From an optimization exercise on the open Yosys and OpenROAD flow, aimed at small area, a short achievable clock period and few clock cycles; shortcuts taken in it are not production practice. Where RTL was checked, it was by simulation tests only, not by an equivalence proof against the original. No functional check of the RTL was part of run 3. No activity file was given, so power comes from the tool's default toggle rates.

==> flow/config.mk <==
export PLATFORM = sky130hd
export DESIGN_NAME = scc_core
export DESIGN_NICKNAME = scc_core
export VERILOG_FILES = /design/flow/design.v
export SDC_FILE = /design/flow/constraint.sdc
export NUM_CORES = 4
export LEC_CHECK = 0
export CAP_MARGIN = 20
export CORE_MARGIN = 2
export CORE_UTILIZATION = 55
export CTS_BUF_LIST = sky130_fd_sc_hd__clkbuf_8 sky130_fd_sc_hd__clkbuf_16
export SLEW_MARGIN = 20
export DONT_USE_CELLS += sky130_fd_sc_hd__ha_1 sky130_fd_sc_hd__ha_2 sky130_fd_sc_hd__ha_4 sky130_fd_sc_hd__fa_1 sky130_fd_sc_hd__fa_2 sky130_fd_sc_hd__fa_4
==> flow/constraint.sdc <==
create_clock -name core_clock -period 10.0 [get_ports {clk}]
set_input_delay 2.0000 -clock core_clock [delete_from_list [all_inputs] [get_ports {clk}]]
set_output_delay 2.0000 -clock core_clock [all_outputs]
set_load 0.01 [all_outputs]
==> flow/design.v <==
module scc_core (
    input  wire        clk,
    input  wire        rst,
    input  wire        cmd_valid,
    output wire        cmd_ready,
    input  wire [63:0] cmd_word,
    output wire        rsp_valid,
    input  wire        rsp_ready,
    output wire [63:0] rsp_word,
    output wire        prim_valid,
    output wire [3:0]  prim_kind,
    output wire [15:0] prim_addr,
    output wire [31:0] prim_arg,
    input  wire        prim_ack,
    input  wire        prim_fail,
    input  wire [7:0]  prim_rdata,
    output wire [1:0]  st_pst,
    output wire        st_strm,
    output wire        st_inited,
    output wire [2:0]  st_gpio_lvl,
    output wire [2:0]  st_gpio_dir,
    output wire        st_clk_en,
    output wire [31:0] st_clk_hz,
    output wire [3:0]  st_rail_en
);
    localparam [31:0] MCLK_HZ = 32'd24000000;
    localparam [3:0] P_BUSWRITE  = 4'd0;
    localparam [3:0] P_BUSREAD   = 4'd1;
    localparam [3:0] P_GPIODIR   = 4'd2;
    localparam [3:0] P_GPIOWRITE = 4'd3;
    localparam [3:0] P_CLKFREQ   = 4'd4;
    localparam [3:0] P_CLKEN     = 4'd5;
    localparam [3:0] P_RAILEN    = 4'd6;
    localparam [3:0] P_SLEEP     = 4'd7;
    localparam [3:0] P_SCOPEACQ  = 4'd8;
    localparam [3:0] P_SCOPEREL  = 4'd9;
    localparam [3:0] C_INIT = 4'd0, C_STBYON = 4'd1, C_STBYOFF = 4'd2, C_PON = 4'd3,
                     C_POFF = 4'd4, C_EXP = 4'd5, C_EXPG = 4'd6, C_GAIN = 4'd7,
                     C_SEL = 4'd8, C_STRM = 4'd12;
    reg        idle_q;      
    reg        run_q;       
    reg        rsp_q;       
    reg        abt_q;       
    reg [4:0]  upc;         
    reg [3:0]  cls;         
    reg [15:0] t;           
    reg [8:0]  gt;          
    reg        glo;         
    reg        ghi;         
    reg [7:0]  cr;          
    reg        gsel;        
    reg [3:0]  pk;          
    reg [15:0] pa;
    reg [31:0] pg;
    reg [7:0]  rs;          
    reg        rv;          
    reg        rshow_lo;    
    reg        rshow_hi;    
    reg        rpclk;       
    reg        gpend;       
    reg        inited;
    reg        strm;
    reg        soff;        
    reg [1:0]  pst;
    reg        mode_valid;
    reg [1:0]  mode_idx;
    reg [15:0] exp_r;
    reg [8:0]  gain_r;
    reg [2:0]  gpio_lvl;
    reg [2:0]  gpio_dir;
    reg        clk_en;
    reg        clk_hz_on;   
    reg [3:0]  rail_en;
    function automatic ge16(input [15:0] x, input [15:0] c);
        integer i;
        reg r;
        begin
            r = 1'b1;
            for (i = 0; i < 16; i = i + 1)
                r = c[i] ? (x[i] & r) : (x[i] | r);
            ge16 = r;
        end
    endfunction
    function automatic [15:0] mode_field16(input [1:0] i, input [3:0] k);
        begin
            mode_field16 = 16'd0;
            case (k)
                4'd0: case (i) 2'd0: mode_field16 = 16'd2592; 2'd1: mode_field16 = 16'd1920;
                               default: mode_field16 = 16'd1280; endcase
                4'd1: case (i) 2'd0: mode_field16 = 16'd1944; 2'd1: mode_field16 = 16'd1080;
                               2'd2: mode_field16 = 16'd960; default: mode_field16 = 16'd720; endcase
                4'd2: mode_field16 = (i == 2'd1) ? 16'd336 : 16'd0;
                4'd3: mode_field16 = (i == 2'd1) ? 16'd432 : 16'd0;
                4'd4: case (i) 2'd0: mode_field16 = 16'd4000; 2'd1: mode_field16 = 16'd3560;
                               default: mode_field16 = 16'd3000; endcase
                4'd5: case (i) 2'd0: mode_field16 = 16'd4037; 2'd1: mode_field16 = 16'd2607;
                               2'd2: mode_field16 = 16'd2000; default: mode_field16 = 16'd1500; endcase
                4'd6: mode_field16 = 16'hF180;     
                4'd7: mode_field16 = 16'd0;
                4'd8: mode_field16 = i[1] ? 16'd2 : 16'd1;
                4'd9: mode_field16 = 16'd1;
                4'd10: case (i) 2'd0: mode_field16 = 16'd4033; 2'd1: mode_field16 = 16'd2603;
                                2'd2: mode_field16 = 16'd1996; default: mode_field16 = 16'd1496; endcase
                4'd11: mode_field16 = 16'd16;
                4'd12: mode_field16 = 16'd159;
                4'd13: mode_field16 = {14'd0, i};
                default: mode_field16 = 16'd0;
            endcase
        end
    endfunction
    function automatic [7:0] gcode_rom(input [7:0] g);
        begin
            case (g)
                8'd17: gcode_rom = 8'd8;
                8'd18: gcode_rom = 8'd10;
                8'd19: gcode_rom = 8'd12;
                8'd20: gcode_rom = 8'd12;
                8'd21: gcode_rom = 8'd14;
                8'd22: gcode_rom = 8'd24;
                8'd23: gcode_rom = 8'd27;
                8'd24: gcode_rom = 8'd33;
                8'd25: gcode_rom = 8'd38;
                8'd26: gcode_rom = 8'd42;
                8'd27: gcode_rom = 8'd46;
                8'd28: gcode_rom = 8'd49;
                8'd29: gcode_rom = 8'd49;
                8'd30: gcode_rom = 8'd52;
                8'd31: gcode_rom = 8'd54;
                8'd32: gcode_rom = 8'd56;
                8'd33: gcode_rom = 8'd61;
                8'd34: gcode_rom = 8'd66;
                8'd35: gcode_rom = 8'd66;
                8'd36: gcode_rom = 8'd70;
                8'd37: gcode_rom = 8'd74;
                8'd38: gcode_rom = 8'd74;
                8'd39: gcode_rom = 8'd76;
                8'd40: gcode_rom = 8'd76;
                8'd41: gcode_rom = 8'd80;
                8'd42: gcode_rom = 8'd83;
                8'd43: gcode_rom = 8'd83;
                8'd44: gcode_rom = 8'd86;
                8'd45: gcode_rom = 8'd89;
                8'd46: gcode_rom = 8'd89;
                8'd47: gcode_rom = 8'd94;
                8'd48: gcode_rom = 8'd94;
                8'd49: gcode_rom = 8'd97;
                8'd50: gcode_rom = 8'd100;
                8'd51: gcode_rom = 8'd100;
                8'd52: gcode_rom = 8'd106;
                8'd53: gcode_rom = 8'd106;
                8'd54: gcode_rom = 8'd106;
                8'd55: gcode_rom = 8'd109;
                8'd56: gcode_rom = 8'd109;
                8'd57: gcode_rom = 8'd109;
                8'd58: gcode_rom = 8'd115;
                8'd59: gcode_rom = 8'd115;
                8'd60: gcode_rom = 8'd115;
                8'd61: gcode_rom = 8'd115;
                8'd62: gcode_rom = 8'd118;
                8'd63: gcode_rom = 8'd118;
                8'd64: gcode_rom = 8'd118;
                8'd65: gcode_rom = 8'd124;
                8'd66: gcode_rom = 8'd124;
                8'd67: gcode_rom = 8'd124;
                8'd68: gcode_rom = 8'd130;
                8'd69: gcode_rom = 8'd130;
                8'd70: gcode_rom = 8'd130;
                8'd71: gcode_rom = 8'd136;
                8'd72: gcode_rom = 8'd136;
                8'd73: gcode_rom = 8'd136;
                8'd74: gcode_rom = 8'd142;
                8'd75: gcode_rom = 8'd142;
                8'd76: gcode_rom = 8'd142;
                8'd77: gcode_rom = 8'd147;
                8'd78: gcode_rom = 8'd147;
                8'd79: gcode_rom = 8'd147;
                8'd80: gcode_rom = 8'd147;
                8'd81: gcode_rom = 8'd149;
                8'd82: gcode_rom = 8'd149;
                8'd83: gcode_rom = 8'd149;
                8'd84: gcode_rom = 8'd154;
                8'd85: gcode_rom = 8'd154;
                8'd86: gcode_rom = 8'd154;
                8'd87: gcode_rom = 8'd154;
                8'd88: gcode_rom = 8'd160;
                8'd89: gcode_rom = 8'd160;
                8'd90: gcode_rom = 8'd160;
                8'd91: gcode_rom = 8'd160;
                8'd92: gcode_rom = 8'd160;
                8'd93: gcode_rom = 8'd162;
                8'd94: gcode_rom = 8'd162;
                8'd95: gcode_rom = 8'd162;
                8'd96: gcode_rom = 8'd162;
                8'd97: gcode_rom = 8'd162;
                8'd98: gcode_rom = 8'd168;
                8'd99: gcode_rom = 8'd168;
                8'd100: gcode_rom = 8'd168;
                8'd101: gcode_rom = 8'd168;
                8'd102: gcode_rom = 8'd168;
                8'd103: gcode_rom = 8'd172;
                8'd104: gcode_rom = 8'd172;
                8'd105: gcode_rom = 8'd172;
                8'd106: gcode_rom = 8'd172;
                8'd107: gcode_rom = 8'd178;
                8'd108: gcode_rom = 8'd178;
                8'd109: gcode_rom = 8'd178;
                8'd110: gcode_rom = 8'd178;
                8'd111: gcode_rom = 8'd178;
                8'd112: gcode_rom = 8'd180;
                8'd113: gcode_rom = 8'd180;
                8'd114: gcode_rom = 8'd180;
                8'd115: gcode_rom = 8'd180;
                8'd116: gcode_rom = 8'd180;
                8'd117: gcode_rom = 8'd180;
                8'd118: gcode_rom = 8'd184;
                8'd119: gcode_rom = 8'd184;
                8'd120: gcode_rom = 8'd184;
                8'd121: gcode_rom = 8'd184;
                8'd122: gcode_rom = 8'd188;
                8'd123: gcode_rom = 8'd188;
                8'd124: gcode_rom = 8'd188;
                8'd125: gcode_rom = 8'd188;
                8'd126: gcode_rom = 8'd188;
                8'd127: gcode_rom = 8'd193;
                8'd128: gcode_rom = 8'd193;
                8'd129: gcode_rom = 8'd193;
                8'd130: gcode_rom = 8'd193;
                8'd131: gcode_rom = 8'd193;
                8'd132: gcode_rom = 8'd195;
                8'd133: gcode_rom = 8'd195;
                8'd134: gcode_rom = 8'd195;
                8'd135: gcode_rom = 8'd195;
                8'd136: gcode_rom = 8'd195;
                8'd137: gcode_rom = 8'd199;
                8'd138: gcode_rom = 8'd199;
                8'd139: gcode_rom = 8'd199;
                8'd140: gcode_rom = 8'd199;
                8'd141: gcode_rom = 8'd228;
                8'd142: gcode_rom = 8'd228;
                8'd143: gcode_rom = 8'd228;
                8'd144: gcode_rom = 8'd228;
                8'd145: gcode_rom = 8'd228;
                8'd146: gcode_rom = 8'd228;
                8'd147: gcode_rom = 8'd228;
                8'd148: gcode_rom = 8'd228;
                8'd149: gcode_rom = 8'd228;
                8'd150: gcode_rom = 8'd228;
                8'd151: gcode_rom = 8'd229;
                8'd152: gcode_rom = 8'd229;
                8'd153: gcode_rom = 8'd229;
                8'd154: gcode_rom = 8'd229;
                8'd155: gcode_rom = 8'd229;
                8'd156: gcode_rom = 8'd229;
                8'd157: gcode_rom = 8'd229;
                8'd158: gcode_rom = 8'd229;
                8'd159: gcode_rom = 8'd229;
                8'd160: gcode_rom = 8'd229;
                8'd161: gcode_rom = 8'd234;
                8'd162: gcode_rom = 8'd234;
                8'd163: gcode_rom = 8'd234;
                8'd164: gcode_rom = 8'd234;
                8'd165: gcode_rom = 8'd234;
                8'd166: gcode_rom = 8'd234;
                8'd167: gcode_rom = 8'd234;
                8'd168: gcode_rom = 8'd234;
                8'd169: gcode_rom = 8'd234;
                default: gcode_rom = 8'h01;    
            endcase
        end
    endfunction
    function automatic [51:0] prim_at(input [3:0] c, input [4:0] k, input [1:0] pm,
                                      input [15:0] s, input [15:0] f);
        reg [3:0]  pk_;
        reg [15:0] pa_;
        reg [31:0] pg_;
        begin
            pk_ = P_SCOPEREL;
            pa_ = 16'd0;
            pg_ = 32'd0;
            case (c)
                C_INIT: begin
                    pk_ = P_BUSREAD;
                    pa_ = k[0] ? 16'h2001 : 16'h2000;
                end
                C_STBYON: case (k[1:0])
                    2'd0: pk_ = P_SCOPEACQ;
                    2'd1: begin pk_ = P_GPIOWRITE; pa_ = 16'd1; end
                    2'd2: pk_ = P_CLKEN;
                    default: pk_ = P_SCOPEREL;
                endcase
                C_STBYOFF: case (k[2:0])
                    3'd0: pk_ = P_SCOPEACQ;
                    3'd1: begin pk_ = P_CLKFREQ; pg_ = MCLK_HZ; end
                    3'd2: begin pk_ = P_CLKEN;   pg_ = 32'd1; end
                    3'd3: begin pk_ = P_SLEEP;   pg_ = 32'd20000; end
                    3'd4: pk_ = P_SCOPEREL;
                    default: begin pk_ = P_GPIOWRITE; pa_ = 16'd1; pg_ = 32'd1; end
                endcase
                C_PON: case (k)
                    5'd0:  pk_ = P_SCOPEACQ;
                    5'd1:  begin pk_ = P_GPIODIR;   pa_ = 16'd0; pg_ = 32'd1; end
                    5'd2:  begin pk_ = P_GPIODIR;   pa_ = 16'd1; pg_ = 32'd1; end
                    5'd3:  begin pk_ = P_GPIOWRITE; pa_ = 16'd0; end
                    5'd4:  begin pk_ = P_GPIOWRITE; pa_ = 16'd1; end
                    5'd5:  begin pk_ = P_SLEEP;     pg_ = 32'd1000; end
                    5'd6:  begin pk_ = P_CLKFREQ;   pg_ = MCLK_HZ; end
                    5'd7:  begin pk_ = P_CLKEN;     pg_ = 32'd1; end
                    5'd8:  begin pk_ = P_SLEEP;     pg_ = 32'd10000; end
                    5'd9:  begin pk_ = P_GPIOWRITE; pa_ = 16'd2; pg_ = 32'd1; end
                    5'd10: begin pk_ = P_RAILEN;    pa_ = 16'd0; pg_ = 32'd1; end
                    5'd11: begin pk_ = P_RAILEN;    pa_ = 16'd1; pg_ = 32'd1; end
                    5'd12: begin pk_ = P_RAILEN;    pa_ = 16'd2; pg_ = 32'd1; end
                    5'd13: begin pk_ = P_RAILEN;    pa_ = 16'd3; pg_ = 32'd1; end
                    5'd14: begin pk_ = P_SLEEP;     pg_ = 32'd10000; end
                    5'd15: begin pk_ = P_GPIOWRITE; pa_ = 16'd0; pg_ = 32'd1; end
                    5'd16: begin pk_ = P_GPIOWRITE; pa_ = 16'd1; pg_ = 32'd1; end
                    5'd17: begin pk_ = P_SLEEP;     pg_ = 32'd30000; end
                    default: pk_ = P_SCOPEREL;
                endcase
                C_POFF: case (k[3:0])
                    4'd0:  pk_ = P_SCOPEACQ;
                    4'd1:  pk_ = P_CLKEN;
                    4'd2:  begin pk_ = P_GPIOWRITE; pa_ = 16'd2; end
                    4'd3:  begin pk_ = P_RAILEN;    pa_ = 16'd3; end
                    4'd4:  begin pk_ = P_RAILEN;    pa_ = 16'd2; end
                    4'd5:  begin pk_ = P_RAILEN;    pa_ = 16'd1; end
                    4'd6:  begin pk_ = P_RAILEN;    pa_ = 16'd0; end
                    4'd7:  begin pk_ = P_SLEEP;     pg_ = 32'd10000; end
                    4'd8:  begin pk_ = P_GPIOWRITE; pa_ = 16'd0; end
                    4'd9:  begin pk_ = P_GPIOWRITE; pa_ = 16'd1; end
                    4'd10: begin pk_ = P_GPIODIR;   pa_ = 16'd0; end
                    4'd11: begin pk_ = P_GPIODIR;   pa_ = 16'd1; end
                    default: pk_ = P_SCOPEREL;
                endcase
                C_SEL, C_SEL + 4'd1, C_SEL + 4'd2, C_SEL + 4'd3,
                C_STRM, C_STRM + 4'd1, C_STRM + 4'd2, C_STRM + 4'd3: begin
                    pk_ = P_BUSWRITE;
                    case (k[1:0])
                        2'd0: begin pa_ = 16'h3000; pg_ = 32'h01; end
                        2'd1: begin pa_ = 16'h3100; pg_ = 32'h02; end
                        2'd2: begin
                            pa_ = 16'h3200;
                            case (pm)
                                2'd0: pg_ = 32'h0F;
                                2'd1: pg_ = 32'h07;
                                default: pg_ = 32'h03;
                            endcase
                        end
                        default: begin
                            if (pm[0]) begin pa_ = 16'h3201; pg_ = 32'h80; end
                            else       begin pa_ = 16'h3300; pg_ = 32'h55; end
                        end
                    endcase
                end
                default: begin   
                    pk_ = P_BUSWRITE;
                    if (c == C_GAIN || k[2]) begin
                        pa_ = 16'h1004;    
                    end else begin
                        case (k[1:0])
                            2'd0: begin pa_ = 16'h1000; pg_ = {24'd0, s[7:0]}; end
                            2'd1: begin pa_ = 16'h1001; pg_ = {24'd0, s[15:8]}; end
                            2'd2: begin pa_ = 16'h1002; pg_ = {24'd0, f[7:0]}; end
                            default: begin pa_ = 16'h1003; pg_ = {24'd0, f[15:8]}; end
                        endcase
                    end
                end
            endcase
            prim_at = {pk_, pa_, pg_};
        end
    endfunction
    wire [7:0]  op = cmd_word[63:56];
    wire [27:0] ca = cmd_word[55:28];
    wire [27:0] cb = cmd_word[27:0];
    wire [2:0]  tg = cb[2:0];
    wire op01 = (op == 8'h01), op02 = (op == 8'h02), op03 = (op == 8'h03), op04 = (op == 8'h04);
    wire op05 = (op == 8'h05), op06 = (op == 8'h06), op07 = (op == 8'h07), op08 = (op == 8'h08);
    wire op09 = (op == 8'h09), op0a = (op == 8'h0A);
    wire a_zero  = (ca == 28'd0);
    wire b_zero  = (cb == 28'd0);
    wire b_hi0_1 = (cb[27:1] == 27'd0);
    wire b_hi0_3 = (cb[27:3] == 25'd0);
    wire b_hi0_4 = (cb[27:4] == 24'd0);
    wire b_hi0_8 = (cb[27:8] == 20'd0);
    wire b_hi0_9 = (cb[27:9] == 19'd0);
    wire legal = ((op01 | op08 | op09) & a_zero & b_zero)
               | (op02 & a_zero & b_hi0_3 & (~tg[2] | (tg[1:0] == 2'd0)))
               | op03 | op07
               | (op04 & a_zero & b_hi0_1)
               | (op05 & b_zero)
               | (op06 & a_zero)
               | (op0a & a_zero & b_hi0_4 & ~(cb[3] & cb[2] & cb[1]));
    wire gated = op03 | op04 | op05 | op06 | op07;
    wire ok    = legal & (inited | ~gated);    
    wire pwr_legal = (tg == 3'd1) ? (pst == 2'd2) :
                     (tg == 3'd2) ? (pst == 2'd1) :
                     (tg == 3'd3) ? (pst == 2'd0) :
                     (tg == 3'd4) ? (pst != 2'd0) : 1'b0;
    wire a_2592 = (ca == 28'd2592);
    wire a_1920 = (ca == 28'd1920);
    wire a_1280 = (ca == 28'd1280);
    wire m0 = a_2592 & (cb == 28'd1944);
    wire m1 = a_1920 & (cb == 28'd1080);
    wire m2 = a_1280 & (cb == 28'd960);
    wire m3 = a_1280 & (cb == 28'd720);
    wire look_ok = m0 | m1 | m2 | m3;
    wire [1:0] look_idx = {m2 | m3, m1 | m3};
    wire [15:0] shutter = ca[19:4] | {16{~(ca[27:20] == 8'd0)}};
    wire b_gt159 = ~b_hi0_8 | ge16({8'd0, cb[7:0]}, 16'd160);
    wire b_le169 = b_hi0_8 & ~ge16({8'd0, cb[7:0]}, 16'd170);
    wire [7:0] code_in = (op07 & b_gt159) ? 8'd229 : gcode_rom(cb[7:0]);
    wire str_on_run = cb[0] & ~strm & (pst == 2'd2) & mode_valid;
    wire go_run = ok & (op01 | (op02 & pwr_legal) | (op03 & look_ok) | (op04 & str_on_run)
                        | ((op05 | op07) & mode_valid) | (op06 & b_le169));
    reg [7:0] st_in;     
    always @(*) begin
        st_in = 8'h00;
        if (!legal) st_in = 8'hF0;
        else if (gated && !inited) st_in = 8'hE0;
        else if (op02 && !pwr_legal) st_in = 8'h21;
        else if (op03 && !look_ok) st_in = 8'h30;
        else if (op04 && cb[0] && !strm && pst != 2'd2) st_in = 8'h42;
        else if (op04 && cb[0] && !strm && !mode_valid) st_in = 8'h41;
        else if ((op05 || op07) && !mode_valid) st_in = 8'h51;
    end
    reg [3:0]  pk_in;
    reg [15:0] pa_in;
    reg [31:0] pg_in;
    reg [3:0]  cls_in;
    always @(*) begin
        pk_in  = P_BUSWRITE;
        pa_in  = 16'd0;
        pg_in  = 32'd0;
        cls_in = C_INIT;
        if (op01) begin
            pk_in = P_BUSREAD; pa_in = 16'h2000;
        end else if (op02) begin
            pk_in = P_SCOPEACQ; cls_in = {1'b0, tg};
        end else if (op03) begin
            pa_in = 16'h3000; pg_in = 32'h01; cls_in = {2'b10, look_idx};
        end else if (op04) begin
            pa_in = 16'h3000; pg_in = 32'h01; cls_in = {2'b11, mode_idx};
        end else if (op06) begin
            pa_in = 16'h1004; cls_in = C_GAIN;    
        end else begin
            pa_in = 16'h1000; pg_in = {24'd0, shutter[7:0]}; cls_in = op05 ? C_EXP : C_EXPG;
        end
    end
    wire        is_prog = cls[3];
    wire [1:0]  pm = cls[1:0];
    reg s_ge;    
    reg [15:0] vts_cur;
    always @(*) begin
        case (mode_idx)
            2'd0: begin s_ge = ge16(t, 16'd4034); vts_cur = 16'd4037; end
            2'd1: begin s_ge = ge16(t, 16'd2604); vts_cur = 16'd2607; end
            2'd2: begin s_ge = ge16(t, 16'd1997); vts_cur = 16'd2000; end
            default: begin s_ge = ge16(t, 16'd1497); vts_cur = 16'd1500; end
        endcase
    end
    reg [13:0] s_inc;    
    integer j;
    reg carry;
    always @(*) begin
        carry = 1'b1;
        for (j = 0; j < 14; j = j + 1) begin
            s_inc[j] = t[j + 2] ^ carry;
            carry    = carry & t[j + 2];
        end
    end
    wire [15:0] frame = s_ge ? {s_inc, t[1:0]} : vts_cur;
    wire [8:0] g_cl = glo ? 9'd16 : ghi ? ((cls == C_EXPG) ? 9'd159 : 9'd511) : gt;
    wire [4:0] upc_n = {upc[4] ^ (&upc[3:0]), upc[3] ^ (&upc[2:0]), upc[2] ^ (&upc[1:0]),
                        upc[1] ^ upc[0], ~upc[0]};
    wire [51:0] nxt = prim_at(cls, upc_n, pm, t, frame);
    wire nxt_gsel = (cls == C_EXPG) && (upc[1:0] == 2'd3);
    reg last;
    always @(*) begin
        if (is_prog)
            last = pm[1] ? (pm[0] ? (upc[1:0] == 2'd1) : (upc[1:0] == 2'd2)) : (upc[1:0] == 2'd3);
        else case (cls)
            C_INIT:    last = upc[0];
            C_STBYON:  last = (upc[1:0] == 2'd3);
            C_STBYOFF: last = (upc[2:0] == 3'd5);
            C_PON:     last = (upc == 5'd18);
            C_POFF:    last = (upc[3:0] == 4'd12);
            C_EXP:     last = (upc[1:0] == 2'd3);
            C_EXPG:    last = upc[2];
            default:   last = 1'b1;    
        endcase
    end
    wire fallible = (pk != P_SLEEP) && (pk != P_SCOPEACQ) && (pk != P_SCOPEREL);
    wire is_pwr   = (cls == C_STBYON) || (cls == C_STBYOFF) || (cls == C_PON) || (cls == C_POFF);
    wire scope_held = is_pwr && !(cls == C_STBYOFF && upc[2:0] == 3'd5);
    reg [7:0] st_fail;
    always @(*) begin
        if (is_prog) st_fail = cls[2] ? 8'h40 : 8'h31;
        else case (cls)
            C_INIT:  st_fail = 8'h11;
            C_EXP, C_EXPG, C_GAIN: st_fail = 8'h50;
            default: st_fail = 8'h20;
        endcase
    end
    wire id_ok = (prim_rdata == (upc[0] ? 8'h5A : 8'hA5));
    wire fail  = fallible & prim_fail;
    always @(posedge clk) begin
        if (idle_q) begin
            cls      <= cls_in;
            upc      <= 5'd0;
            pk       <= pk_in;
            pa       <= pa_in;
            pg       <= pg_in;
            gt       <= cb[8:0];
            glo      <= b_hi0_4;
            ghi      <= op07 ? b_gt159 : ~b_hi0_9;
            cr       <= code_in;
            gsel     <= op06;
            rs       <= st_in;
            rv       <= legal & op0a & mode_valid;
            rshow_lo <= legal & (op08 | op09 | (op0a & mode_valid));
            rshow_hi <= legal & (op08 | op09 | (op0a & mode_valid));
            rpclk    <= legal & op0a & mode_valid & (cb[3:0] == 4'd6);
            gpend    <= ok & op06 & ~b_le169;
            t        <= op08 ? exp_r :
                        op09 ? {7'd0, gain_r} :
                        op0a ? mode_field16(mode_idx, cb[3:0]) : shutter;
        end else if (run_q) begin
            if (cls == C_INIT) t[7:0] <= prim_rdata;
            if (prim_ack) begin
                if (abt_q) ;
                else if (fail) begin
                    rs <= st_fail;
                    if (scope_held) begin
                        pk <= P_SCOPEREL;
                        pa <= 16'd0;
                        pg <= 32'd1;
                    end
                end else if (cls == C_INIT && !id_ok) begin
                    rs       <= 8'h10;
                    rshow_lo <= 1'b1;
                end else if (last) begin
                    upc <= 5'd0;
                end else begin
                    upc  <= upc_n;
                    gsel <= nxt_gsel;
                    {pk, pa, pg} <= nxt;
                end
            end
        end
        if (rst) begin
            idle_q     <= 1'b1;
            run_q      <= 1'b0;
            rsp_q      <= 1'b0;
            abt_q      <= 1'b0;
            soff       <= 1'b0;
            inited     <= 1'b0;
            strm       <= 1'b0;
            pst        <= 2'd0;
            mode_valid <= 1'b0;
            mode_idx   <= 2'd0;
            exp_r      <= 16'd0;
            gain_r     <= 9'd0;
            gpio_lvl   <= 3'd0;
            gpio_dir   <= 3'd0;
            clk_en     <= 1'b0;
            clk_hz_on  <= 1'b0;
            rail_en    <= 4'd0;
        end else if (idle_q) begin
            soff <= cmd_valid & ok & op04 & ~cb[0];
            if (cmd_valid) begin
                idle_q <= 1'b0;
                run_q  <= go_run;
                rsp_q  <= ~go_run;
            end
        end else if (run_q) begin
            if (prim_ack) begin
                if (abt_q) begin
                    abt_q <= 1'b0;
                    run_q <= 1'b0;
                    rsp_q <= 1'b1;
                end else if (fail) begin
                    if (cls == C_INIT) inited <= 1'b0;
                    if (is_pwr) begin
                        pst  <= 2'd3;
                        strm <= 1'b0;
                    end
                    if (scope_held) abt_q <= 1'b1;
                    else begin
                        run_q <= 1'b0;
                        rsp_q <= 1'b1;
                    end
                end else begin
                    case (pk)
                        P_GPIODIR:   gpio_dir[pa[1:0]] <= pg[0];
                        P_GPIOWRITE: gpio_lvl[pa[1:0]] <= pg[0];
                        P_CLKFREQ:   clk_hz_on <= 1'b1;
                        P_CLKEN:     clk_en <= pg[0];
                        P_RAILEN:    rail_en[pa[1:0]] <= pg[0];
                        default: ;
                    endcase
                    if ((cls == C_EXP || cls == C_EXPG) && upc == 5'd3)
                        exp_r <= t;
                    if (cls == C_INIT && !id_ok) begin
                        inited <= 1'b0;
                        run_q  <= 1'b0;
                        rsp_q  <= 1'b1;
                    end else if (last) begin
                        run_q <= 1'b0;
                        rsp_q <= 1'b1;
                        if (is_prog) begin
                            mode_idx   <= pm;
                            mode_valid <= 1'b1;
                            if (cls[2]) strm <= 1'b1;
                        end else case (cls)
                            C_INIT: begin
                                mode_valid <= 1'b0;
                                mode_idx   <= 2'd0;
                                exp_r      <= 16'd0;
                                gain_r     <= 9'd0;
                                strm       <= 1'b0;
                                inited     <= 1'b1;
                            end
                            C_STBYON: begin pst <= 2'd1; strm <= 1'b0; end
                            C_STBYOFF, C_PON: pst <= 2'd2;
                            C_POFF: begin pst <= 2'd0; strm <= 1'b0; end
                            C_EXPG, C_GAIN: gain_r <= g_cl;
                            default: ;
                        endcase
                    end
                end
            end
        end else if (rsp_q) begin
            soff <= 1'b0;
            if (soff) strm <= 1'b0;
            if (gpend) gain_r <= g_cl;
            if (rsp_ready) begin
                rsp_q  <= 1'b0;
                idle_q <= 1'b1;
            end
        end
    end
    assign cmd_ready   = idle_q;
    assign rsp_valid   = rsp_q;
    assign rsp_word    = {rs, rv, 7'd0, 11'd0, upc,
                          3'd0, rpclk, 4'd0, rpclk, 2'd0, rpclk, 3'd0, rpclk,
                          t[15:8] & {8{rshow_hi}}, t[7:0] & {8{rshow_lo}}};
    assign prim_valid  = run_q;
    assign prim_kind   = pk;
    assign prim_addr   = pa;
    assign prim_arg    = {pg[31:8], pg[7:0] | (cr & {8{gsel}})};
    assign st_pst      = pst;
    assign st_strm     = strm & ~soff;
    assign st_inited   = inited;
    assign st_gpio_lvl = gpio_lvl;
    assign st_gpio_dir = gpio_dir;
    assign st_clk_en   = clk_en;
    assign st_clk_hz   = clk_hz_on ? MCLK_HZ : 32'd0;
    assign st_rail_en  = rail_en;
endmodule
==> flow/flow/run.sh <==
#!/bin/bash
set -euo pipefail
export SETUP_SLACK_MARGIN=6
export BUFFER_PORTS_ARGS="-buffer_cell sky130_fd_sc_hd__buf_1"
echo 'export DONT_USE_CELLS += sky130_fd_sc_hd__ha_1 sky130_fd_sc_hd__ha_2 sky130_fd_sc_hd__ha_4 sky130_fd_sc_hd__fa_1 sky130_fd_sc_hd__fa_2 sky130_fd_sc_hd__fa_4' >> config.mk
bash standard.sh > flow_make.log 2>&1
==> flow/standard.sh <==
#!/bin/bash
# synth_recipe.tcl (not shown) runs the flow's synth.tcl, then flattens the netlist and writes it again
# the make line also repeats each setting of config.mk as NAME=value (left out here)
make -C /OpenROAD-flow-scripts/flow DESIGN_CONFIG=/design/flow/config.mk WORK_HOME=/design/flow/orfs CLKGATE_MAP_FILE= SYNTH_SCRIPT=/design/flow/synth_recipe.tcl "${@:-finish}"
==> impl_results.md, run 1 <==
- Start point of the critical path: cmd_word[57]
- Final Cell Area: 12,090 sq um
- Master cell of the clock root buffer: sky130_fd_sc_hd__clkbuf_16
- Peak fanout along the critical path: 22
- Yosys warns: 1
- Number of buffers on the longest clock path: 2
- Cell count after placement: 1,722
- Count of final max-slew check failures: 0
- Total congestion overflow: 0
- Vias per std cell: 6.474
- Peak supply drop: 0.1084 mV
- Total Power Consumption: 1544 uW
- Transition at the pin with the smallest max-transition slack: 1.095 ns
- Worst slew margin relative to its limit: 26.57%
- Outcome: finished clean
- Number of rows created at floorplan: 51
- Placement Setup Slack: 5.021 ns
- WL per Instance: 22.17 microns
- Leading register cell type out of synthesis: sky130_fd_sc_hd__edfxtp_1
- Sequential area share after synthesis: 31.24%
- R2R setup slack: 6.28 ns
- Placeable Area: 19,530 sq um
- Post-route clock skew: 0.01913 ns
- Synthesis-stage register bit count: 132
- Post-synth EDFFs: 78
- Initial Utilization: 56.13%
- Classification of the worst setup path: in -> reg
- Share of final-layout standard cells stronger than drive strength 1: 8.661%
- Mapped cell area: 10,960 sq um
- Setup violation total in the final timing report: 0
- Clock Pin Slew Worst Setup and Hold Paths: 0.06 ns
- Pin count of the biggest net entering global routing: 73
- Number of iterations in the first detailed-routing pass: 6
- Drt initial violations: 1,308
- Number of nets still failing antenna checks after routing: 0
- Share of the cycle needed by the critical path after routing: 39.80%
- Y dimension of the die: 145.2 microns
- Wire length of the first global-routing pass: 58,880 microns
- Final weighted congestion in routability-driven placement: 1.046
- Unrepaired setup endpoints after global routing: true
- Total Die Area: 21,070 sq um
- Arrival time of data at the critical path endpoint: 4.17 ns
- Final HPWL from detailed placement: 28,590 microns
- Reg2Reg Depth: 6
- Max-cap violations: 0
- Antenna violations before repair: 1
- Total global routing track utilization: 35.59%
- Placed instance area: 11,180 sq um
- Kind of path behind the tightest hold check: reg -> reg
- Static leakage: 0.004059 uW
- Final sum of negative setup slack: 0 ns
- Setup crit start kind: input pin
- Count of buffers inserted at the top-level ports: 169
- Worst setup slack after layout: 6.020 ns
- Type of destination of the critical path: flip-flop
- Distinct cells, synth: 89
- Cts bufs inserted: 17
- Final Hold Viols: 0
- Wire length after detailed routing: 39,170 microns
- TritonCTS clock tree: yes
- Count of cells along the worst hold path: 2
- Final net count: 1,566
- Origin of the worst min-delay path: gpio_lvl[0]
- Synth-to-layout area growth: 10.34%
- Total number of H-tree levels: 4
- Data required, critical path: 10.19 ns
- Clock sinks: 132
- Synthesized netlist cell count: 1,411
- X dimension of the die: 145.2 microns
- Async SR Flop Fraction: 0%
- Origin of the critical flop-to-flop path: idle_q
- Via count: 11.44k
- DRC violation count after routing: 0
- Number of global-route vias before repair: 9,961
- Count of pins on the block boundary: 244
- Achievable frequency: 251.3 MHz
- Insertion delay of the later-clocked pin in the worst-skew pair: 0.44 ns
- Total power density per cell area: 127.7 nW/um^2
- Post-route minimum period: 3.980 ns
- Non-filler cells in the finished layout: 1,767
- Average cell area after synthesis: 7.767 sq um
- Worst reg2reg endpoint: pg[7]
- Hold EP: gpio_lvl[0]
-- layer usage --
| layer | vias up | routed length [microns] | track usage, % |
|---|---|---|---|
| li1 | 5208 | - | - |
| met1 | 5346 | 15090 | 46.36 |
| met2 | 743 | 17950 | 55.98 |
| met3 | 142 | 3794 | 6.667 |
| met4 | 0 | 2335 | 19.56 |
| met5 | - | 0 | 0 |
-- worst max-delay path: stages --
cell	delay [ns]
sky130_fd_sc_hd__clkdlybuf4s18_2	0.45
sky130_fd_sc_hd__nor2b_2	0.39
sky130_fd_sc_hd__o2111ai_1	0.20
sky130_fd_sc_hd__a211oi_2	0.32
sky130_fd_sc_hd__a21oi_1	0.10
sky130_fd_sc_hd__a21oi_2	0.21
sky130_fd_sc_hd__o21bai_1	0.13
sky130_fd_sc_hd__nor4b_2	0.37
-- cells in the mapped netlist (all sizes together) (24+ instances only) --
cell	instances	share of area, %
a21oi	90	4.1
buf	125	8.0
clkbuf	91	3.1
dfxtp	54	9.9
edfxtp	78	21
mux2i	29	2.6
nand2	117	4.0
nand2b	38	2.2
nand3	36	1.6
nor2	158	5.4
nor2b	24	1.4
nor3	45	2.2
o21ai	124	5.7
-- registers in the layout, indices dropped and copies added, names as in the netlist, 5 cells and up --
signal / cells
rs: 6
gt: 9
upc: 5
exp_r: 16
gain_r: 9
pa: 7
cr: 8
t: 16
pg: 16
-- per-stage QoR --
stage / hold slack [ns] / util (%)
2_1_floorplan: 0.4374 / -
3_3_place_gp: 0.4414 / 57.25
3_5_place_dp: 0.4470 / 57.25
4_1_cts: 0.4559 / 61.18
5_1_grt: 0.4807 / 61.92
6_report: 0.4536 / 61.93
-- layout by cell type (no fill, tap or decap), types with 29 or more instances in the layout --
master                     instances
sky130_fd_sc_hd__edfxtp_1         78
sky130_fd_sc_hd__o21ai_0         120
sky130_fd_sc_hd__dfxtp_1          53
sky130_fd_sc_hd__nor3_1           39
sky130_fd_sc_hd__a21oi_1          89
sky130_fd_sc_hd__conb_1           74
sky130_fd_sc_hd__nand3_1          35
sky130_fd_sc_hd__mux2i_1          29
sky130_fd_sc_hd__nand2_1         116
sky130_fd_sc_hd__buf_1           164
sky130_fd_sc_hd__nand2b_1         38
sky130_fd_sc_hd__nor2_1          153
-- layout make-up --
type	instances	area, sq um
antenna	1	2.502
sequential	132	3425
fill	1871	7433
timing repair buffer	200	913.4
clock buffer	19	475.5
multi-input combinational	1113	6726
clock inverter	13	123.9
inverter	24	95.09
tap	265	331.6
-- how the worst max path moves through the flow --
stage          slack [ns]  cells after the start     to
6_report             6.02                      8  rs[1]
3_3_place_gp         4.91                      8  rs[1]
3_5_place_dp         5.02                      8  rsp_q
4_1_cts              5.91                      9  rsp_q
2_1_floorplan        5.94                      5  pa[0]
5_1_grt              5.92                      9  rsp_q
-- where the power goes --
group / internal, uW / total, uW / switching [uW]
sequential: 607 / 636 / 28.1
clock: 359 / 638 / 279
combinational: 84.1 / 270 / 186
-- kinds of logic after synthesis --
family                   share of synthesized area (%)
multiplexers                                     2.751
buffers and inverters                            11.94
AO/OA/AOI/OAI                                    26.40
AND/OR/NAND/NOR                                  25.94
flip-flops                                       31.24
other                                          0.03422
adder cells (fa/ha/maj)                         0.1827
XOR/XNOR                                         1.518
-- what timing repair did --
| action | CTS | global route |
|---|---|---|
| resized for setup | 21 | 27 |
| pin swaps | 6 | 5 |
| gates cloned | 1 | 0 |
| setup buffers | 7 | 4 |
| endpoints found under the setup margin | 65 | 23 |
| hold buffers | 0 | 0 |
Testbench counts, summed over its fixed seeds: cycles 21,737.
==> inputs of run 2 (changes only) <==
--- a/flow/config.mk
+++ b/flow/config.mk
@@ -9,5 +9,4 @@
 export CORE_MARGIN = 2
 export CORE_UTILIZATION = 55
-export CTS_BUF_LIST = sky130_fd_sc_hd__clkbuf_8 sky130_fd_sc_hd__clkbuf_16
 export SLEW_MARGIN = 20
 export DONT_USE_CELLS += sky130_fd_sc_hd__ha_1 sky130_fd_sc_hd__ha_2 sky130_fd_sc_hd__ha_4 sky130_fd_sc_hd__fa_1 sky130_fd_sc_hd__fa_2 sky130_fd_sc_hd__fa_4
==> impl_results.md, run 2 <==
- Sequential group share of total power: 41.2% (about the same)
- Clock sinks: 132 (unchanged)
- Distinct cells, synth: 89 (unchanged)
- Pin count of the biggest net entering global routing: 73 (unchanged)
- Number of buffers on the longest clock path: 2 (unchanged)
- DRC violation count after routing: 0 (unchanged)
- Static leakage: 0.004059 uW (unchanged)
- Top Registers: exp_r: 16 flops, pg: 16 flops, t: 16 flops
- Top area cells in the synthesized netlist: sky130_fd_sc_hd__edfxtp_1, sky130_fd_sc_hd__dfxtp_1, sky130_fd_sc_hd__buf_4
- Worst slew margin relative to its limit: 26.57% (unchanged)
- Count of cells along the worst hold path: 2 (unchanged)
- Via count: 11.44k (unchanged)
- Total congestion overflow: 0 (unchanged)
- Commonest non-fill, non-tap cell in the layout: sky130_fd_sc_hd__buf_1
- Achievable frequency: 251.3 MHz (unchanged)
- TritonCTS clock tree: yes
- Ordered cell list for the critical path: clkdlybuf4s18_2 > nor2b_2 > o2111ai_1 > a211oi_2 > a21oi_1 > a21oi_2 > o21bai_1 > nor4b_2
- Cell class contributing the biggest share of worst-path delay: compound AO/OA/AOI/OAI gates
- Hold EP: gpio_lvl[0]
- Share of the cycle needed by the critical path after routing: 39.80% (unchanged)
- Leading register cell type out of synthesis: sky130_fd_sc_hd__edfxtp_1
- Post-route clock skew: 0.01913 ns (unchanged)
- Max-cap violations: 0 (unchanged)
- Non-filler cells in the finished layout: 1,767 (unchanged)
- Start point of the critical path: cmd_word[57]
- Wire length of the first global-routing pass: 58,880 microns (unchanged)
- Count of buffers inserted at the top-level ports: 169 (unchanged)
- Share of final-layout standard cells stronger than drive strength 1: 8.661% (unchanged)
- Total global routing track utilization: 35.59% (unchanged)
- Total number of H-tree levels: 4 (unchanged)
- Average cell area after synthesis: 7.767 sq um (unchanged)
- Type of destination of the critical path: flip-flop
- Total Die Area: 21,070 sq um (unchanged)
- Final Hold Viols: 0 (unchanged)
- Part of the power in combinational logic: 17.5% (about the same)
- Transition at the pin with the smallest max-transition slack: 1.095 ns (unchanged)
- Y dimension of the die: 145.2 microns (unchanged)
- Number of nets still failing antenna checks after routing: 0 (unchanged)
- Cts bufs inserted: 17 (unchanged)
- Cell count after placement: 1,722 (unchanged)
- Origin of the worst min-delay path: gpio_lvl[0]
- Post-synth EDFFs: 78 (unchanged)
- Placeable Area: 19,530 sq um (unchanged)
- Number of rows created at floorplan: 51 (unchanged)
- Mapped cell area: 10,960 sq um (unchanged)
- Post-route minimum period: 3.980 ns (unchanged)
- Count leader, synth: sky130_fd_sc_hd__nor2_1
- Clock Pin Slew Worst Setup and Hold Paths: 0.06 ns (about the same)
- Setup violation total in the final timing report: 0 (unchanged)
- Peak fanout along the critical path: 22 (unchanged)
- Final weighted congestion in routability-driven placement: 1.046 (unchanged)
- Sequential area share after synthesis: 31.24% (unchanged)
- Total power density per cell area: 127.7 nW/um^2 (unchanged)
- Count of buffering cells on the critical path with inverters included: 1 (unchanged)
- Vias per std cell: 6.474 (unchanged)
- Largest stage delay on the critical path: 0.45 ns (about the same)
- Synthesized netlist cell count: 1,411 (unchanged)
- Unrepaired setup endpoints after global routing: true
- Count of pins on the block boundary: 244 (unchanged)
- Reg2Reg Depth: 6 (unchanged)
- Synth-to-layout area growth: 10.34% (unchanged)
- Max stage delay cell, worst path: sky130_fd_sc_hd__clkdlybuf4s18_2
- Kind of path behind the tightest hold check: reg -> reg
- WL per Instance: 22.17 microns (unchanged)
- Total stage count of the critical path: 8 (unchanged)
- Worst reg2reg endpoint: pg[7]
- R2R setup slack: 6.28 ns (about the same)
- Classification of the worst setup path: in -> reg
- Antenna violations before repair: 1 (unchanged)
- Final net count: 1,566 (unchanged)
- Total internal power: 1051 uW (unchanged)
- Yosys warns: 1 (unchanged)
- Data required, critical path: 10.19 ns (about the same)
- Setup crit start kind: input pin
- Number of global-route vias before repair: 9,961 (unchanged)
- Final standard cell utilization of the core: 61.93% (unchanged)
- Outcome: finished clean
- Number of iterations in the first detailed-routing pass: 6 (unchanged)
- Final HPWL from detailed placement: 28,590 microns (unchanged)
- Master cell of the clock root buffer: sky130_fd_sc_hd__clkbuf_16
- Initial Utilization: 56.13% (unchanged)
- Fraction of power consumed by the clock network: 41.3% (about the same)
- Most frequent cells in the layout: sky130_fd_sc_hd__buf_1, sky130_fd_sc_hd__nor2_1, sky130_fd_sc_hd__o21ai_0, sky130_fd_sc_hd__nand2_1, sky130_fd_sc_hd__a21oi_1
- Insertion delay of the later-clocked pin in the worst-skew pair: 0.44 ns (about the same)
- Peak supply drop: 0.1084 mV (unchanged)
- Origin of the critical flop-to-flop path: idle_q
- Async SR Flop Fraction: 0% (unchanged)
- Drt initial violations: 1,308 (unchanged)
- Sw Ratio: 31.95% (unchanged)
- Wire length after detailed routing: 39,170 microns (unchanged)
- Synth area leader: sky130_fd_sc_hd__edfxtp_1
- Final sum of negative setup slack: 0 ns (unchanged)
- Switching power: 493.2 uW (unchanged)
- Number of inserted filler cells in the final layout: 1,871 (unchanged)
- Arrival time of data at the critical path endpoint: 4.17 ns (about the same)
- X dimension of the die: 145.2 microns (unchanged)
- Synthesis-stage register bit count: 132 (unchanged)
- Area share of the largest cell type after synthesis: 21.37% (unchanged)
- Count of final max-slew check failures: 0 (unchanged)
- Commonest cells in the synthesized netlist: sky130_fd_sc_hd__nor2_1, sky130_fd_sc_hd__o21ai_0, sky130_fd_sc_hd__nand2_1
==> run 2: cell counts after synthesis <==
Identical to the previous run, type by type.
==> run 2: how the worst max path moves through the flow <==
stage / to / slack [ns]
5_1_grt: rsp_q / 5.92
3_5_place_dp: rsp_q / 5.02
6_report: rs[1] / 6.02
4_1_cts: rsp_q / 5.91
3_3_place_gp: rs[1] / 4.91
2_1_floorplan: pa[0] / 5.94
==> run 2: stage by stage <==
step                      setup slack (ns)  total power, uW  hold WS, ns  instance area, sq um
after CTS                            5.910             1540       0.4559                 11950
after global placement               4.906            900.7       0.4414                 11180
after floorplan                      5.936            838.4       0.4374                 11280
after global routing                 5.916             1591       0.4807                 12090
after detailed placement             5.021            901.6       0.4470                 11180
final                                6.020             1544       0.4536                 12090
==> run 2: power by group through the flow <==
stage	Sequential [uW]	Clock, uW	Combinational [uW]
3_5_place_dp	646	0	255
5_1_grt	639	663	290
4_1_cts	635	644	261
2_1_floorplan	635	0	203
3_3_place_gp	646	0	255
6_report	636	638	270
==> run 2: per-layer routing <==
layer | wire, microns | track usage [%] | share of wire (%) | vias to the layer above
met5 | 0 | 0 | 0 | -
met1 | 15090 | 46.36 | 39 | 5346
met4 | 2335 | 19.56 | 6.0 | 0
met2 | 17950 | 55.98 | 46 | 743
li1 | - | - | - | 5208
met3 | 3794 | 6.667 | 9.7 | 142
==> run 2: repair_timing <==
action | CTS | global route
hold buffers | 0 | 0
setup buffers | 7 | 4
gates resized for setup | 21 | 27
setup endpoints to repair | 65 | 23
gates cloned | 1 | 0
pin swaps | 6 | 5
==> run 2: cell families (layout without fill, tap and decap cells) <==
family	count (synthesis)	in the layout	synth area share, %
muxes	30	30	2.751
xor gates and xnor gates	19	19	1.518
other	1	75	0.03422
AOI/OAI and AO/OA	436	437	26.40
and+or+nand+nor	551	551	25.94
buffers and inverters	240	256	11.94
adders and majority gates	2	2	0.1827
DFF	132	132	31.24
==> run 2: area by class of cell <==
class / instances / area [sq um] / share of cell area, %
Antenna cell: 1 / 2.502 / 0.02069
Clock buffer: 19 / 475.5 / 3.932
Clock inverter: 13 / 123.9 / 1.024
Inverter: 24 / 95.09 / 0.7863
Multi-Input combinational cell: 1113 / 6726 / 55.62
Sequential cell: 132 / 3425 / 28.32
Tap cell: 265 / 331.6 / 2.742
Timing Repair Buffer: 200 / 913.4 / 7.553
==> run 2: worst min-delay path, delay by kind of cell, from the launching register on <==
| family | cells | cell delay [ns] |
|---|---|---|
| AND/OR/NAND/NOR | 1 | 0.05 |
| flip-flops | 1 | 0.31 |
| AO/OA/AOI/OAI | 1 | 0.05 |
==> inputs of run 3 (changes only) <==
--- a/flow/design.v
+++ b/flow/design.v
@@ -39,4 +39,6 @@
                      C_SEL = 4'd8, C_STRM = 4'd12;
     reg        idle_q;      
+    reg        f1;          
+    reg        g1, g2, g3;  
     reg        run_q;       
     reg        rsp_q;       
@@ -384,13 +386,18 @@
     wire b_hi0_8 = (cb[27:8] == 20'd0);
     wire b_hi0_9 = (cb[27:9] == 19'd0);
-    wire legal = ((op01 | op08 | op09) & a_zero & b_zero)
-               | (op02 & a_zero & b_hi0_3 & (~tg[2] | (tg[1:0] == 2'd0)))
-               | op03 | op07
-               | (op04 & a_zero & b_hi0_1)
-               | (op05 & b_zero)
-               | (op06 & a_zero)
-               | (op0a & a_zero & b_hi0_4 & ~(cb[3] & cb[2] & cb[1]));
-    wire gated = op03 | op04 | op05 | op06 | op07;
-    wire ok    = legal & (inited | ~gated);    
+    wire sel_ok  = ~(cb[3] & cb[2] & cb[1]);            
+    wire tg_ok   = ~tg[2] | (tg[1:0] == 2'd0);           
+    wire l01 = op01 & a_zero & b_zero;
+    wire l02 = op02 & a_zero & b_hi0_3 & tg_ok;
+    wire l03 = op03 & inited;
+    wire l04 = op04 & inited & a_zero & b_hi0_1;
+    wire l05 = op05 & inited & b_zero;
+    wire l06 = op06 & inited & a_zero;
+    wire l07 = op07 & inited;
+    wire l08 = (op08 | op09) & a_zero & b_zero;
+    wire l0a = op0a & a_zero & b_hi0_4 & sel_ok;
+    wire ok    = l01 | l02 | l03 | l04 | l05 | l06 | l07 | l08 | l0a;
+    wire legal = l01 | l02 | op03 | op07 | (op04 & a_zero & b_hi0_1) | (op05 & b_zero)
+               | (op06 & a_zero) | l08 | l0a;
     wire pwr_legal = (tg == 3'd1) ? (pst == 2'd2) :
                      (tg == 3'd2) ? (pst == 2'd1) :
@@ -410,18 +417,16 @@
     wire b_le169 = b_hi0_8 & ~ge16({8'd0, cb[7:0]}, 16'd170);
     wire [7:0] code_in = (op07 & b_gt159) ? 8'd229 : gcode_rom(cb[7:0]);
-    wire str_on_run = cb[0] & ~strm & (pst == 2'd2) & mode_valid;
-    wire go_run = ok & (op01 | (op02 & pwr_legal) | (op03 & look_ok) | (op04 & str_on_run)
-                        | ((op05 | op07) & mode_valid) | (op06 & b_le169));
-    reg [7:0] st_in;     
-    always @(*) begin
-        st_in = 8'h00;
-        if (!legal) st_in = 8'hF0;
-        else if (gated && !inited) st_in = 8'hE0;
-        else if (op02 && !pwr_legal) st_in = 8'h21;
-        else if (op03 && !look_ok) st_in = 8'h30;
-        else if (op04 && cb[0] && !strm && pst != 2'd2) st_in = 8'h42;
-        else if (op04 && cb[0] && !strm && !mode_valid) st_in = 8'h41;
-        else if ((op05 || op07) && !mode_valid) st_in = 8'h51;
-    end
+    wire son  = cb[0] & ~strm;              
+    wire pon  = (pst == 2'd2);
+    wire go1 = l01 | (l02 & pwr_legal);
+    wire go2 = (op03 & inited & (m0 | m1 | m2 | m3)) | (l04 & son & pon & mode_valid);
+    wire go3 = ((l05 | l07) & mode_valid) | (l06 & b_le169);
+    wire r21 = l02 & ~pwr_legal;
+    wire r30 = l03 & ~look_ok;
+    wire r42 = l04 & son & ~pon;
+    wire r41 = l04 & son & pon & ~mode_valid;
+    wire r51 = (l05 | l07) & ~mode_valid;
+    wire [7:0] st_in = {~ok, ~ok | r42 | r41 | r51, ~ok | r21 | r30, ~legal | r30 | r51,
+                        2'b00, r42, r21 | r41 | r51};
     reg [3:0]  pk_in;
     reg [15:0] pa_in;
@@ -502,4 +507,6 @@
         endcase
     end
+    wire running    = run_q | g1 | g2 | g3;
+    wire responding = rsp_q | (f1 & ~(g1 | g2 | g3));
     wire id_ok = (prim_rdata == (upc[0] ? 8'h5A : 8'hA5));
     wire fail  = fallible & prim_fail;
@@ -517,13 +524,13 @@
             gsel     <= op06;
             rs       <= st_in;
-            rv       <= legal & op0a & mode_valid;
-            rshow_lo <= legal & (op08 | op09 | (op0a & mode_valid));
-            rshow_hi <= legal & (op08 | op09 | (op0a & mode_valid));
-            rpclk    <= legal & op0a & mode_valid & (cb[3:0] == 4'd6);
-            gpend    <= ok & op06 & ~b_le169;
+            rv       <= l0a & mode_valid;
+            rshow_lo <= l08 | (l0a & mode_valid);
+            rshow_hi <= l08 | (l0a & mode_valid);
+            rpclk    <= l0a & mode_valid & (cb[3:0] == 4'd6);
+            gpend    <= l06 & ~b_le169;
             t        <= op08 ? exp_r :
                         op09 ? {7'd0, gain_r} :
                         op0a ? mode_field16(mode_idx, cb[3:0]) : shutter;
-        end else if (run_q) begin
+        end else if (running) begin
             if (cls == C_INIT) t[7:0] <= prim_rdata;
             if (prim_ack) begin
@@ -550,4 +557,8 @@
         if (rst) begin
             idle_q     <= 1'b1;
+            f1         <= 1'b0;
+            g1         <= 1'b0;
+            g2         <= 1'b0;
+            g3         <= 1'b0;
             run_q      <= 1'b0;
             rsp_q      <= 1'b0;
@@ -567,11 +578,16 @@
             rail_en    <= 4'd0;
         end else if (idle_q) begin
-            soff <= cmd_valid & ok & op04 & ~cb[0];
-            if (cmd_valid) begin
-                idle_q <= 1'b0;
-                run_q  <= go_run;
-                rsp_q  <= ~go_run;
-            end
-        end else if (run_q) begin
+            f1   <= cmd_valid;
+            g1   <= cmd_valid & go1;
+            g2   <= cmd_valid & go2;
+            g3   <= cmd_valid & go3;
+            soff <= cmd_valid & l04 & ~cb[0];
+            if (cmd_valid) idle_q <= 1'b0;
+        end else if (running) begin
+            f1    <= 1'b0;
+            g1    <= 1'b0;
+            g2    <= 1'b0;
+            g3    <= 1'b0;
+            run_q <= 1'b1;
             if (prim_ack) begin
                 if (abt_q) begin
@@ -630,20 +646,19 @@
                 end
             end
-        end else if (rsp_q) begin
-            soff <= 1'b0;
+        end else if (responding) begin
+            f1    <= 1'b0;
+            soff  <= 1'b0;
             if (soff) strm <= 1'b0;
             if (gpend) gain_r <= g_cl;
-            if (rsp_ready) begin
-                rsp_q  <= 1'b0;
-                idle_q <= 1'b1;
-            end
+            rsp_q  <= ~rsp_ready;
+            idle_q <= rsp_ready;
         end
     end
     assign cmd_ready   = idle_q;
-    assign rsp_valid   = rsp_q;
+    assign rsp_valid   = responding;
     assign rsp_word    = {rs, rv, 7'd0, 11'd0, upc,
                           3'd0, rpclk, 4'd0, rpclk, 2'd0, rpclk, 3'd0, rpclk,
                           t[15:8] & {8{rshow_hi}}, t[7:0] & {8{rshow_lo}}};
-    assign prim_valid  = run_q;
+    assign prim_valid  = running;
     assign prim_kind   = pk;
     assign prim_addr   = pa;
==> impl_results.md, run 3 <==
- Peak supply drop: 0.1233 mV (+14%)
- Ordered cell list for the critical path: buf_1 > or4_4 > or4_4 > o21ai_2 > o21ai_1 > a221o_1 > o2111a_2 > or4_1
- Area share of the largest cell type after synthesis: 21.70% (+0.33 points)
- Commonest non-fill, non-tap cell in the layout: sky130_fd_sc_hd__buf_1
- Total global routing track utilization: 35.96% (+0.37 points)
- Number of rows created at floorplan: 51 (unchanged)
- Type of destination of the critical path: flip-flop
- Distinct cells, synth: 83 (-6.7%)
- Y dimension of the die: 144.1 microns (-0.74%)
- Via count: 11.32k (-1.0%)
- Non-filler cells in the finished layout: 1,770 (+0.17%)
- Transition at the pin with the smallest max-transition slack: 1.060 ns (-0.03431 ns)
- Mapped cell area: 10,790 sq um (-1.5%)
- Most frequent cells in the layout: sky130_fd_sc_hd__buf_1, sky130_fd_sc_hd__nor2_1, sky130_fd_sc_hd__nand2_1, sky130_fd_sc_hd__o21ai_0, sky130_fd_sc_hd__a21oi_1
- Post-route clock skew: 0.01264 ns (-0.006494 ns)
- Antenna violations before repair: 0 (-1)
- Master cell of the clock root buffer: sky130_fd_sc_hd__clkbuf_16
- Initial Utilization: 55.82% (-0.30 points)
- Number of buffers on the longest clock path: 2 (unchanged)
- Most used cell, CP: sky130_fd_sc_hd__or4_4
- Count of buffers inserted at the top-level ports: 169 (unchanged)
- Arrival time of data at the critical path endpoint: 4.32 ns (+0.15 ns)
- Share of final-layout standard cells stronger than drive strength 1: 9.037% (+0.38 points)
- Yosys warns: 1 (unchanged)
- Kind of path behind the tightest hold check: reg -> reg
- Commonest cells in the synthesized netlist: sky130_fd_sc_hd__nor2_1, sky130_fd_sc_hd__nand2_1, sky130_fd_sc_hd__o21ai_0
- R2R setup slack: 6.61 ns (+0.33 ns)
- Final Hold Viols: 0 (unchanged)
- Synthesis-stage register bit count: 136 (+3.0%)
- Total congestion overflow: 0 (unchanged)
- Share of the cycle needed by the critical path after routing: 41.53% (+1.7 points)
- Final sum of negative setup slack: 0 ns (unchanged)
- Wire length of the first global-routing pass: 57,150 microns (-3.0%)
- Final worst hold slack: 0.4579 ns (+0.004357 ns)
- Final HPWL from detailed placement: 27,120 microns (-5.1%)
- Synthesized netlist cell count: 1,399 (-0.85%)
- Total power density per cell area: 132.0 nW/um^2 (+3.4%)
- Sequential area share after synthesis: 32.46% (+1.2 points)
- Number of iterations in the first detailed-routing pass: 6 (unchanged)
- Count of cells along the worst hold path: 2 (unchanged)
- Drt initial violations: 1,558 (+19%)
- X dimension of the die: 144.1 microns (-0.74%)
- Pin count of the biggest net entering global routing: 79 (+8.2%)
- Max-cap violations: 0 (unchanged)
- Count leader, synth: sky130_fd_sc_hd__nor2_1
- Post-route minimum period: 4.153 ns (+0.1729 ns)
- Number of inserted filler cells in the final layout: 1,815 (-3.0%)
- Count of final max-slew check failures: 0 (unchanged)
- Count of buffering cells on the critical path with inverters included: 1 (unchanged)
- Top Registers: exp_r: 16 flops, pg: 16 flops, t: 16 flops
- Worst reg2reg endpoint: pg[3]
- Total number of H-tree levels: 4 (unchanged)
- Largest stage delay on the critical path: 0.58 ns (+0.13 ns)
- Number of global-route vias before repair: 9,949 (-0.12%)
- Hold EP: gain_r[2]
- Leading register cell type out of synthesis: sky130_fd_sc_hd__edfxtp_1
- Worst slew margin relative to its limit: 28.84% (+2.3 points)
- Clock sinks: 136 (+3.0%)
- Origin of the worst min-delay path: gain_r[2]
- Insertion delay of the later-clocked pin in the worst-skew pair: 0.43 ns (about the same)
- Data required, critical path: 10.17 ns (-0.02 ns)
- Post-synth EDFFs: 78 (unchanged)
- Antenna Diode Count: 0 (-1)
- Final net count: 1,570 (+0.26%)
- Number of nets still failing antenna checks after routing: 0 (unchanged)
- Classification of the worst setup path: in -> reg
- Origin of the critical flop-to-flop path: mode_idx[1]
- Setup crit start kind: input pin
- Clock Pin Slew Worst Setup and Hold Paths: 0.06 ns (about the same)
- WL per Instance: 21.29 microns (-3.9%)
- Setup violation total in the final timing report: 0 (unchanged)
- Synth-to-layout area growth: 11.60%
- TritonCTS clock tree: yes
- DRC violation count after routing: 0 (unchanged)
- Static leakage: 0.004079 uW (+0.49%)
- Unrepaired setup endpoints after global routing: true
- Count of pins on the block boundary: 244 (unchanged)
- Async SR Flop Fraction: 0% (unchanged)
- Top area cells in the synthesized netlist: sky130_fd_sc_hd__edfxtp_1, sky130_fd_sc_hd__dfxtp_1, sky130_fd_sc_hd__buf_4
- Achievable frequency: 240.8 MHz (-4.2%)
- Placeable Area: 19,330 sq um (-0.98%)
- Outcome: finished clean
- Synth area leader: sky130_fd_sc_hd__edfxtp_1
- Cts bufs inserted: 17 (unchanged)
- Reg2Reg Depth: 7 (+1)
- Vias per std cell: 6.395 (-1.2%)
- Peak fanout along the critical path: 6 (-73%)
- Total Die Area: 20,760 sq um (-1.5%)
- Cell count after placement: 1,717 (-0.29%)
- Average cell area after synthesis: 7.715 sq um (-0.67%)
- Number of hold-repair buffers added at the cts stage: 0 (unchanged)
- Wire length after detailed routing: 37,690 microns (-3.8%)
- Max stage delay cell, worst path: sky130_fd_sc_hd__or4_4
- Cell class contributing the biggest share of worst-path delay: simple AND/OR/NAND/NOR gates
- Final weighted congestion in routability-driven placement: 1.011 (-3.4%)
[run 3: cell types whose count changed after synthesis, moves of 9 or more]
cell / previous run / this run
sky130_fd_sc_hd__nor4_1: 19 / 30
sky130_fd_sc_hd__nor2_1: 158 / 145
sky130_fd_sc_hd__inv_1: 20 / 31
sky130_fd_sc_hd__a211oi_1: 22 / 13
sky130_fd_sc_hd__o211ai_1: 14 / 25
sky130_fd_sc_hd__nand2b_1: 38 / 26
[run 3: worst max-delay path by stage]
stage | from | end | slack [ns] | cells past startpoint
2_1_floorplan | cmd_word[61] | rs[6] | 5.54 | 8
3_3_place_gp | cmd_word[43] | rs[6] | 4.92 | 8
3_5_place_dp | cmd_word[49] | rs[6] | 4.84 | 8
4_1_cts | cmd_word[61] | rs[6] | 5.81 | 8
5_1_grt | cmd_word[6] | rs[6] | 5.76 | 9
6_report | cmd_word[62] | rs[6] | 5.85 | 8
[run 3: through the flow]
stage,instance area [sq um],util [%],setup WS (ns),power (uW)
floorplan,11160,-,5.539,894.6
global placement,11090,57.34,4.916,968.4
detailed placement,11090,57.34,4.844,969.3
CTS,11800,61.05,5.808,1578
global route,12050,62.30,5.764,1646
finish,12050,62.30,5.847,1590
[run 3: cells by family (layout without fill, tap and decap cells)]
kind of cell,count (synthesis),after routing,share of synthesized area (%)
flops,136,136,32.46
compound gates,431,432,26.08
xor+xnor,17,17,1.380
other cells,1,74,0.03475
simple gates,542,542,25.16
buf+inv,241,273,11.96
mux,31,31,2.921
[run 3: per-layer routing]
layer | vias up | share of wire, % | track usage, %
li1 | 5203 | - | -
met5 | - | 0 | 0
met1 | 5263 | 41 | 49.58
met3 | 125 | 9.1 | 5.563
met2 | 728 | 45 | 54.06
met4 | 0 | 5.5 | 19.76
[run 3: timing repair]
| action | in CTS | in global routing |
|---|---|---|
| setup endpoints to repair | 47 | 48 |
| gates cloned | 1 | 0 |
| buffers inserted | 4 | 16 |
| pin swaps | 2 | 11 |
| resized for setup | 23 | 24 |
[run 3: area by class of cell]
type / count / area, sq um / area share [%]
clock buffers: 18 / 439.2 / 3.646
clock inverters: 14 / 127.6 / 1.060
inverters: 33 / 131.4 / 1.091
multi-input cells: 1096 / 6544 / 54.33
flip-flops and latches: 136 / 3507 / 29.12
well taps: 265 / 331.6 / 2.753
repair buffers: 208 / 964.7 / 8.009
[run 3: tightest hold or removal path, stage by stage (launching register included)]
cell and delay, ns:
sky130_fd_sc_hd__dfxtp_1 0.31, sky130_fd_sc_hd__nand2_1 0.05, sky130_fd_sc_hd__o21ai_0 0.06
[run 3: report_power, final]
part,internal [uW],switching (uW)
clock network,334,276
logic,94.0,215
registers,637,34.5
total,1060,525

separate check: timing with driven ports:
In the flow no input, the clock included, has a driving cell. The finished layouts below were timed again as built, in two steps. Step 1 (the two cells are an assumption about what drives the block):
set clk [get_ports {clk}]
set_driving_cell -lib_cell sky130_fd_sc_hd__clkbuf_16 $clk
set_driving_cell -lib_cell sky130_fd_sc_hd__buf_2 [delete_from_list [all_inputs] $clk]
Step 2 moves the port delays by t, midway between the first and last clock arrival at a register: inputs arrive t later, outputs are due t later. That takes back most of the time a late clock gives input paths. a / b / c = ideal / step 1 / step 2; a / b = the first two.
run | t (ns) | slack for setup (ns) | pins driven straight from the clock port
run 1 | 0.482 | 6.020 / 6.033 / 5.551 | 1
run 2 | 0.482 | 6.020 / 6.033 / 5.551 | 1
run 3 | 0.476 | 5.847 / 5.876 / 5.400 | 1
After both steps setup and hold are still met in every run listed.
